What follows belongs to an exercise in optimizing a design on an open flow for small area, a short achievable clock period and few clock cycles per item; a production flow would make more cautious choices.
Where RTL was checked, it was by simulation tests only, not by an equivalence proof against the original.
Power is estimated from default activity; no workload was simulated.

Setup of job 6428:
## fir_mac_rhe
module fir_mac_rhe (
    input  wire        clk,
    input  wire        rst,         
    input  wire        in_valid,
    output wire        in_ready,
    input  wire [31:0] in_coef,
    input  wire [31:0] in_sample,
    input  wire        in_last,
    input  wire [5:0]  in_shift,
    output reg         out_valid,
    output reg  [31:0] out_data
);
Size: ~4500 cells after synthesis, about 430 flip-flops.
Settings: LEC_CHECK=0, ABC_AREA=1, CAP_MARGIN=20, CORE_MARGIN=2, CORE_UTILIZATION=40, CTS_CLUSTER_DIAMETER=100, CTS_CLUSTER_SIZE=30, PLACE_DENSITY=0.5, SLEW_MARGIN=20; clock period 10.0 ns.
standard.sh (not shown) runs the stock make flow with config.mk's settings and CLKGATE_MAP_FILE= SYNTH_SCRIPT=/design/flow/synth_recipe.tcl, a recipe that flattens the netlist after the stock synthesis.
==> flow/flow/run.sh <==
#!/bin/bash
# Own layout flow: the standard flow (standard synthesis, floorplan,
# placement, CTS, routing) with a tighter setup repair target, so the
# resizer works toward a shorter clock period than the constraint's.
# Each tool's output goes to a log file of its own in this folder.
set -euo pipefail
MARGIN=$(cat flow/margin.txt 2>/dev/null || echo 6)
bash standard.sh synth > synth.log 2>&1
bash standard.sh SETUP_SLACK_MARGIN=$MARGIN floorplan > floorplan.log 2>&1
bash standard.sh SETUP_SLACK_MARGIN=$MARGIN place > place.log 2>&1
bash standard.sh SETUP_SLACK_MARGIN=$MARGIN cts > cts.log 2>&1
bash standard.sh SETUP_SLACK_MARGIN=$MARGIN route > route.log 2>&1
bash standard.sh SETUP_SLACK_MARGIN=$MARGIN finish > finish.log 2>&1
==> flow/flow/margin.txt <==
6.5
Testbench counts of job 6428, summed over its fixed seeds: cycles 26,362, items 26,330.
### job 6428 -> job 1654
Settings: CTS_CLUSTER_DIAMETER no longer set, was 100; CTS_CLUSTER_SIZE no longer set, was 30.
==> flow/flow/margin.txt <==
6.3
==> notes.md <==
Max worst endpoint data arrival time across job 6428 and job 1654: job 1654
Compared with job 6428, job 1654 shows clock tree buffer count of the final layout that has gone up by more than 100%.
Job 1654: global-route usage over all layers lower than job 6428
Compared to job 6428, job 1654 has wire length per cell after detailed routing about 2.8% lower.
Inputs modified between job 1654 and job 3914:
Settings: swapping 0.5 for 0.6 in PLACE_DENSITY.
==> flow/flow/margin.txt <==
6.5
==> notes.md <==
- Re power dissipated by switching net loads: job 3914 is about 6% up on job 1654.
- Data arrival time of the critical path ends up lower on job 3914.
- The run showing the greater combinational power share is job 3914.
- Overall fraction of global-route tracks in use for job 3914 is lower than for job 1654.
- Higher utilization was reported by job 3914, not job 1654.
- Power share of the clock group for job 3914: 1.0 points down relative to job 1654
- Between job 3914 and job 1654, the area of all sequential standard cells is lower for job 1654.
- Compared to job 1654, job 3914 has met3 track demand over resource 2.5 points higher.
- Comparing job 3914 and job 1654, clock buffer and inverter area fraction after layout is higher on job 1654.
Changes in job 5253 relative to job 3914:
Settings: PLACE_DENSITY now 0.5, was 0.6.
### Flow results
Number of buffer and inverter instances along the worst setup path: job 5253 and job 3914 compared, lower one is job 3914
[compare] base=job 3914 new=job 5253: combinational power rose by 6.8%; global-route usage rose by 0.91 points.
Taking job 3914 as the reference point, the critical path depth of job 5253 rises by 1.
Comparing job 5253 and job 3914, fraction of final layout cells with drive strength greater than 1 is higher on job 5253.
Comparing via count for job 5253 and job 3914, the smaller number came from job 5253.

========
Another version of the RTL of fir_mac_rhe (not shown whole).
Size in the first run: about 370 flip-flops, roughly 110 I/O pins, about 37000 sq um of cells after synthesis.
clock: 10.0 ns
lec_check: 0
abc_area: 1
cap_margin: 20
core_margin: 2
core_utilization: 40
place_density: 0.6
slew_margin: 20
==> flow/flow/margin.txt <==
7
Scripts as last shown in full above: flow/flow/run.sh
Next try:
==> flow/flow/margin.txt (replaced) <==
6
Effect:
- cell count came out lower by about 4%
- synthesized area stays the same
- setup slack got worse by 210 ps
- maximum frequency came out lower by about 5%
- routed wire length decreases by about 12%
- via count shrinks by about 6%
- combinational power drops by 28%
- critical path depth goes up by 1
- utilization went down by 7.9 points
Function was not checked in any run of this note: the RTL went through the layout flow alone.

==> what the ideal ports hide <==
The results above use ideal ports. As a check the final layouts listed here were re-extracted and re-timed, cells and wires unchanged. Step 1 (the two cells are an assumption about what drives the block):
set clk [get_ports {clk}]
set_driving_cell -lib_cell sky130_fd_sc_hd__clkbuf_16 $clk
set_driving_cell -lib_cell sky130_fd_sc_hd__buf_2 [delete_from_list [all_inputs] $clk]
Step 2 adds t to the input delays and takes it off the output delays; t is the mean of the earliest and latest rising clock arrival at the registers after step 1. Input paths then give back, and output paths get back, about the clock's delay inside the block. Three values: no drivers, after step 1, after step 2; two values: the first two.
run | t (ns) | setup WS [ns] | worst setup path at the end | latest minus earliest clock arrival (ns)
job 6428 | 0.702 | 6.476 / 6.476 / 5.877 | input to register | 0.032 / 0.032
job 1654 | 0.721 | 6.183 / 6.183 / 5.728 | input to register | 0.030 / 0.030
job 3914 | 0.706 | 6.399 / 6.399 / 5.857 | input to register | 0.029 / 0.029
job 5253 | 0.722 | 6.473 / 6.473 / 5.858 | input to register | 0.045 / 0.045
the first run of note 2 | 0.707 | 6.173 / 6.173 / 5.809 | input to register | 0.016 / 0.016
the second run of note 2 | 0.672 | 5.967 / 5.967 / 5.545 | input to register | 0.035 / 0.036
After both steps every run listed still meets setup and hold. For job 5253, which loses most, drivers alone change the setup slack by 0.000 ns; drivers and shift together by -0.615 ns.
